This is an optimization exercise on Yosys and OpenROAD, whose aim is small area, a short achievable clock period and few clock cycles, not a production implementation.
In this exercise RTL edits were held to simulation tests only and were not proved equivalent to the original.

==> wip/onyx: inputs <==
## pse_query
module pse_query (
    input  wire               clk,
    input  wire               rst,
    input  wire               start,
    input  wire [2:0]         op,
    input  wire signed [31:0] qx0,
    input  wire signed [31:0] qy0,
    input  wire signed [31:0] qx1,
    input  wire signed [31:0] qy1,
    input  wire [12:0]        tab_w,
    input  wire [12:0]        tab_h,
    output wire               ready,
    output reg                done,
    output reg                fault,
    output reg  [31:0]        res_u32,
    output wire [63:0]        res_f64,
    output reg  [11:0]        rect_x0,
    output reg  [11:0]        rect_y0,
    output reg  [11:0]        rect_x1,
    output reg  [11:0]        rect_y1,
    output reg                mem_req,
    output reg                mem_tab,
    output reg  [23:0]        mem_addr,
    input  wire [31:0]        mem_rdata
);
make LEC_CHECK=0 CAP_MARGIN=20 CORE_MARGIN=2 CORE_UTILIZATION=40 SETUP_SLACK_MARGIN=5 SLEW_MARGIN=20 finish   # period 12.0 ns
run.sh (not shown) runs the stock make flow with config.mk's settings and CLKGATE_MAP_FILE= SYNTH_SCRIPT=/design/flow/synth_recipe.tcl, a recipe that flattens the netlist after the stock synthesis.
==> inputs of wip/indigo, as changes to wip/onyx <==
--- a/flow/design.v
+++ b/flow/design.v
@@ -50,51 +50,59 @@
     input  wire [31:0]        mem_rdata
 );
     localparam OP_QSUM = 3'd0, OP_QAVG = 3'd1, OP_QNZC = 3'd2, OP_QNZAVG = 3'd3,
                OP_TRDS = 3'd4, OP_TRDN = 3'd5;
     localparam K    = 4;                           
     localparam NCYC = 56 / K;                      
-    wire [32:0] dx   = {qx1[31], qx1} - {qx0[31], qx0};
-    wire [32:0] dy   = {qy1[31], qy1} - {qy0[31], qy0};
-    wire signed [31:0] nx0 = dx[32] ? qx1 : qx0;
-    wire signed [31:0] nx1 = dx[32] ? qx0 : qx1;
-    wire signed [31:0] ny0 = dy[32] ? qy1 : qy0;
-    wire signed [31:0] ny1 = dy[32] ? qy0 : qy1;
-    wire [11:0] wmax = tab_w[11:0] - 12'd1;
-    wire [11:0] hmax = tab_h[11:0] - 12'd1;
+    reg               l_full;
+    reg [2:0]         l_op;
+    reg signed [31:0] l_x0, l_y0, l_x1, l_y1;
+    reg [12:0]        l_w, l_h;
+    assign ready = !l_full;
+    wire [32:0]        dx   = {l_x1[31], l_x1} - {l_x0[31], l_x0};
+    wire [32:0]        dy   = {l_y1[31], l_y1} - {l_y0[31], l_y0};
+    wire               x_sw = dx[32];
+    wire               y_sw = dy[32];
+    wire signed [31:0] nx0 = x_sw ? l_x1 : l_x0;
+    wire signed [31:0] nx1 = x_sw ? l_x0 : l_x1;
+    wire signed [31:0] ny0 = y_sw ? l_y1 : l_y0;
+    wire signed [31:0] ny1 = y_sw ? l_y0 : l_y1;
+    wire [11:0] wmax = l_w[11:0] - 12'd1;
+    wire [11:0] hmax = l_h[11:0] - 12'd1;
     wire [11:0] cx0, cx1, cy0, cy1;
     pse_clamp u_cx0 (.v(nx0), .hi(wmax), .c(cx0));
     pse_clamp u_cx1 (.v(nx1), .hi(wmax), .c(cx1));
     pse_clamp u_cy0 (.v(ny0), .hi(hmax), .c(cy0));
     pse_clamp u_cy1 (.v(ny1), .hi(hmax), .c(cy1));
+    wire [32:0] qw = x_sw ? ~dx + 33'd2 : dx + 33'd1;     
+    wire [32:0] qh = y_sw ? ~dy + 33'd2 : dy + 33'd1;
     wire        xen = (cx0 != 12'd0);
     wire        yen = (cy0 != 12'd0);
-    wire c_trd   = (op == OP_TRDS) || (op == OP_TRDN);
-    wire trd_oob = qx0[31] || (qx0[30:12] != 19'd0) || (qx0[11:0] > wmax) ||
-                   qy0[31] || (qy0[30:12] != 19'd0) || (qy0[11:0] > hmax);
-    wire c_fault = (op[2:1] == 2'b11) || (c_trd && trd_oob);
+    wire trd_oob = l_x0[31] || (l_x0[30:12] != 19'd0) || (l_x0[11:0] > wmax) ||
+                   l_y0[31] || (l_y0[30:12] != 19'd0) || (l_y0[11:0] > hmax);
+    wire l_trd   = (l_op == OP_TRDS) || (l_op == OP_TRDN);
+    wire l_fault = (l_op[2:1] == 2'b11) || (l_trd && trd_oob);
+    wire l_qavg  = (l_op == OP_QAVG);
     wire [3:0] tmask = {xen && yen, yen, xen, 1'b1};
-    reg  [7:0] c_mask;
+    reg  [7:0] l_mask;
     always @* begin
-        case (op)
-            OP_QSUM, OP_QAVG: c_mask = {4'd0, tmask};
-            OP_QNZC:          c_mask = {tmask, 4'd0};
-            OP_QNZAVG:        c_mask = {tmask, tmask};
-            OP_TRDN:          c_mask = 8'h10;
-            default:          c_mask = 8'h01;      
+        case (l_op)
+            OP_QSUM, OP_QAVG: l_mask = {4'd0, tmask};
+            OP_QNZC:          l_mask = {tmask, 4'd0};
+            OP_QNZAVG:        l_mask = {tmask, tmask};
+            OP_TRDN:          l_mask = 8'h10;
+            default:          l_mask = 8'h01;      
         endcase
     end
     reg        i_act;         
     reg        i_started;     
     reg        i_mpend;       
-    reg        i_mul;         
     reg        i_noreq;       
     reg [7:0]  i_mask;        
     reg [11:0] i_x1, i_y1, i_x0m, i_y0m;
     reg [12:0] i_w;
-    reg [32:0] i_dx, i_dy;    
     reg        i_avg, i_qavg, i_nzavg, i_nzsel, i_fault;
     wire [7:0] t_one  = i_mask & (~i_mask + 8'd1);
     wire [7:0] m_next = i_mask & ~t_one;
     wire [1:0] t_sub  = {t_one[2] | t_one[3] | t_one[6] | t_one[7],
                          t_one[1] | t_one[3] | t_one[5] | t_one[7]};
     wire       t_nz   = |t_one[7:4];
@@ -108,12 +116,14 @@
     reg [31:0] acc_s, acc_n;
     reg        p_valid, p_neg, p_nz, p_first, p_last, p_cst;
     reg        a_valid, a_neg, a_nz, a_first, a_last, a_cst;
     reg        m_avg, m_qavg, m_nzavg, m_nzsel, m_fault;
     reg [11:0] m_rx0, m_ry0, m_rx1, m_ry1;
     reg        m_prod_ok;     
+    wire [31:0] acc_o  = a_nz ? acc_n : acc_s;
+    wire [31:0] acc_nx = a_first ? mem_rdata : a_neg ? acc_o - mem_rdata : acc_o + mem_rdata;
     reg        m2_v;          
     reg        m2_fault;
     reg [31:0] m2_u32;
     reg [11:0] m2_rx0, m2_ry0, m2_rx1, m2_ry1;
     reg [52:0] m_prod;
     reg [6:0]  m_pexp;
@@ -121,15 +131,12 @@
     reg        mu_nrm;         
     reg [32:0] mu_w;           
     reg [33:0] mu_h;           
     reg [32:0] mu_acc;
     reg [4:0]  mu_cnt;         
     reg signed [7:0] mu_exp;
-    wire [32:0] i_wv = i_dx[32] ? ~i_dx + 33'd2 : i_dx + 33'd1;    
-    wire [32:0] i_hv = i_dy[32] ? ~i_dy + 33'd2 : i_dy + 33'd1;
-    wire        mu_load = i_mul && !mu_busy;
     wire [32:0] wn;
     wire [5:0]  wlz;
     pse_u2f #(.W(33), .LW(6)) u_wn (.val(mu_w), .mant(wn), .lz(wlz));
     reg  [5:0]  hlen;          
     integer hi;
     always @* begin
@@ -236,31 +243,31 @@
     wire        r_g    = be_qp[2];
     wire        r_s    = (|be_qp[1:0]) | be_inx;
     wire [53:0] r_rnd  = {1'b0, r_mant} + {53'd0, r_g & (r_s | r_mant[0])};
     wire [10:0] r_bexp = {{3{be_e[7]}}, be_e} + 11'd1022 + {10'd0, be_top} + {10'd0, r_rnd[53]};
     assign res_f64 = be_zero ? 64'd0 : {1'b0, r_bexp, r_rnd[51:0]};
     wire first_ok = (au_n == 2'd0) ||
-                    (au_n == 2'd1 && !m2_v && (!m_qavg || m_prod_ok) &&
-                     (!be_busy || be_cnt <= 5'd1 || !m_avg));
+                    (au_n == 2'd1 && (!m_qavg || m_prod_ok) &&
+                     (m2_v ? (!be_busy || be_cnt == 5'd0) :
+                             (!m_avg || !be_busy || be_cnt <= 5'd1)));
     wire issue    = i_act && (i_started || first_ok);
     wire copy_now = a_valid && a_cst;
     wire i_free   = (!i_act || (issue && t_last)) &&
-                    (!i_mpend || copy_now) && !(issue && !i_started) && !(i_mul && !mu_load);
-    wire accept   = start && i_free;
-    assign ready  = i_free;
+                    (!i_mpend || copy_now) && !(issue && !i_started);
+    wire prep     = l_full && i_free && (!l_qavg || !mu_busy);
     wire m_out    = (au_n != 2'd0) && au_cmpl && !m2_v;
     wire hand     = m_out && !be_busy && (!m_qavg || m_prod_ok);
     wire mv       = m_out && be_busy && !m_avg;      
     wire m2_out   = m2_v && !be_busy;
     wire h_zero   = (acc_s == 32'd0) || (m_nzavg && acc_n == 32'd0);
     always @(posedge clk) begin
         if (rst) begin
+            l_full    <= 1'b0;
             i_act     <= 1'b0;
             i_started <= 1'b0;
             i_mpend   <= 1'b0;
-            i_mul     <= 1'b0;
             mem_req   <= 1'b0;
             p_valid   <= 1'b0;
             a_valid   <= 1'b0;
             au_n      <= 2'd0;
             au_cmpl   <= 1'b0;
             m_qavg    <= 1'b0;
@@ -270,12 +277,24 @@
             mu_fin    <= 1'b0;
             be_busy   <= 1'b0;
             done      <= 1'b0;
             fault     <= 1'b0;
         end else begin
             done <= 1'b0;
+            if (!l_full && start) begin
+                l_full <= 1'b1;
+                l_op   <= op;
+                l_x0   <= qx0;
+                l_y0   <= qy0;
+                l_x1   <= qx1;
+                l_y1   <= qy1;
+                l_w    <= tab_w;
+                l_h    <= tab_h;
+            end else if (prep) begin
+                l_full <= 1'b0;
+            end
             mem_req <= 1'b0;
             p_valid <= issue;
             if (issue) begin
                 mem_req   <= !i_noreq;
                 mem_tab   <= t_nz;
                 mem_addr  <= t_y * i_w + {12'd0, t_x};
@@ -287,39 +306,34 @@
                 i_mask    <= m_next;
                 i_started <= 1'b1;
                 if (t_last) i_act <= 1'b0;
             end
             if (issue && !i_started) i_mpend <= 1'b1;
             else if (copy_now)       i_mpend <= 1'b0;
-            if (accept) begin
+            if (prep) begin
                 i_act     <= 1'b1;
                 i_started <= 1'b0;
-                i_mask    <= c_mask;
-                i_noreq   <= c_fault;
-                i_x1      <= c_trd ? qx0[11:0] : cx1;
-                i_y1      <= c_trd ? qy0[11:0] : cy1;
+                i_mask    <= l_mask;
+                i_noreq   <= l_fault;
+                i_x1      <= l_trd ? l_x0[11:0] : cx1;
+                i_y1      <= l_trd ? l_y0[11:0] : cy1;
                 i_x0m     <= cx0 - 12'd1;
                 i_y0m     <= cy0 - 12'd1;
-                i_w       <= tab_w;
-                i_dx      <= dx;
-                i_dy      <= dy;
-                i_mul     <= op == OP_QAVG;
-                i_avg     <= op == OP_QAVG || op == OP_QNZAVG;
-                i_qavg    <= op == OP_QAVG;
-                i_nzavg   <= op == OP_QNZAVG;
-                i_nzsel   <= op == OP_QNZC || op == OP_QNZAVG || op == OP_TRDN;
-                i_fault   <= c_fault;
-            end else if (mu_load) begin
-                i_mul     <= 1'b0;
+                i_w       <= l_w;
+                i_avg     <= !l_fault && (l_op == OP_QAVG || l_op == OP_QNZAVG);
+                i_qavg    <= l_op == OP_QAVG;
+                i_nzavg   <= l_op == OP_QNZAVG;
+                i_nzsel   <= l_op == OP_QNZC || l_op == OP_QNZAVG || l_op == OP_TRDN;
+                i_fault   <= l_fault;
             end
-            if (mu_load) begin
+            if (prep && l_qavg) begin
                 mu_busy <= 1'b1;
                 mu_fin  <= 1'b0;
                 mu_nrm  <= 1'b1;
-                mu_w    <= i_wv;
-                mu_h    <= {1'b0, i_hv};
+                mu_w    <= qw;
+                mu_h    <= {1'b0, qh};
                 mu_acc  <= 33'd0;
             end else if (mu_busy && mu_nrm) begin
                 mu_nrm  <= 1'b0;
                 mu_w    <= wn;
                 mu_exp  <= -$signed({2'b00, wlz});
                 mu_cnt  <= hlen[5:1] + {4'd0, hlen[0]};
@@ -334,14 +348,14 @@
             a_neg   <= p_neg;
             a_nz    <= p_nz;
             a_first <= p_first;
             a_last  <= p_last;
             a_cst   <= p_cst;
             if (a_valid) begin
-                if (a_nz) acc_n <= a_first ? mem_rdata : a_neg ? acc_n - mem_rdata : acc_n + mem_rdata;
-                else      acc_s <= a_first ? mem_rdata : a_neg ? acc_s - mem_rdata : acc_s + mem_rdata;
+                if (a_nz) acc_n <= acc_nx;
+                else      acc_s <= acc_nx;
             end
             if (copy_now) begin
                 m_avg     <= i_avg;
                 m_qavg    <= i_qavg;
                 m_nzavg   <= i_nzavg;
                 m_nzsel   <= i_nzsel;
==> results.ini <==
[synth]
synth_area_leaders = edfxtp_1 31%, fa_1 10%, ha_1 9.0%
synth_compound_area_share_pct = 13.90
synth_top_cell_area_share_pct = 31.19
synthSimpleGateAreaFrac_pct = 17.30

[power]
combPwrFrac_pct = 58.0
swShare_pct = 39.01

[die]
num_rows = 167

[cells_and_area]
n_all_inverters = 873
buffers = 706

[clock_tree]
post_cts_buffers = 155

[timing]
clock_skew_ps = 58.12

[run_status]
status = timing/DRC/antenna clean

[routing]
wl_met1_mm = 114.9

[place]
dpl_cell_area_sq_mm = 0.08963

[end of results for wip/onyx]
==> results.ini <==
[run_status]
status = timing/DRC/antenna clean

[timing]
period_needed_ps = 6833
clock_skew_ps = 43.96

[cells_and_area]
buffers = 596
n_all_inverters = 869

[synth]
synth_area_leaders = edfxtp_1 34%, fa_1 9.7%, ha_1 8.3%
synth_top_cell_area_share_pct = 33.56
synth_compound_area_share_pct = 13.75

[power]
combPwrFrac_pct = 36.8
swShare_pct = 32.57

[die]
num_rows = 169

[routing]
wl_met1_mm = 113.9

[place]
dpl_cell_area_sq_mm = 0.09166

[clock_tree]
path_clk_slew_ps = 60
post_cts_buffers = 73

[end of results for wip/indigo]
Testbench counts of wip/onyx, summed over its fixed seeds: cycles 36,083.
Testbench counts of wip/indigo, summed over its fixed seeds: cycles 34,915.

what the ideal ports hide:
The flow's constraints put no driver on any port. The routed layouts listed below were extracted and timed again, unchanged, in two steps. Step 1 sets driving cells, clkbuf_16 on the clock port and buf_2 on the other inputs (assumed; they add their load-dependent delay and slew). Step 2 times the ports against the registers' clock, not the clock port: input delays grow and output delays shrink by t, the midpoint of the rising clock arrivals with the driver on. Slacks: ideal ports / drivers / drivers and shift; pairs: ideal ports / drivers.
run | t, ns | setup slack, ns | worst setup path after step 2 | worst register clock-pin slew, ns | worst slew at a driven data input, ns
wip/onyx | 0.854 | 4.641 / 4.636 / 3.782 | input to register | 0.07 / 0.07 | 0.16
wip/indigo | 0.847 | 5.167 / 5.166 / 4.530 | input to register | 0.07 / 0.07 | 0.17
After both steps every run listed still meets setup and hold. The setup slack of wip/onyx, which loses most, moves by -0.005 ns with the drivers and by -0.859 ns with both steps.
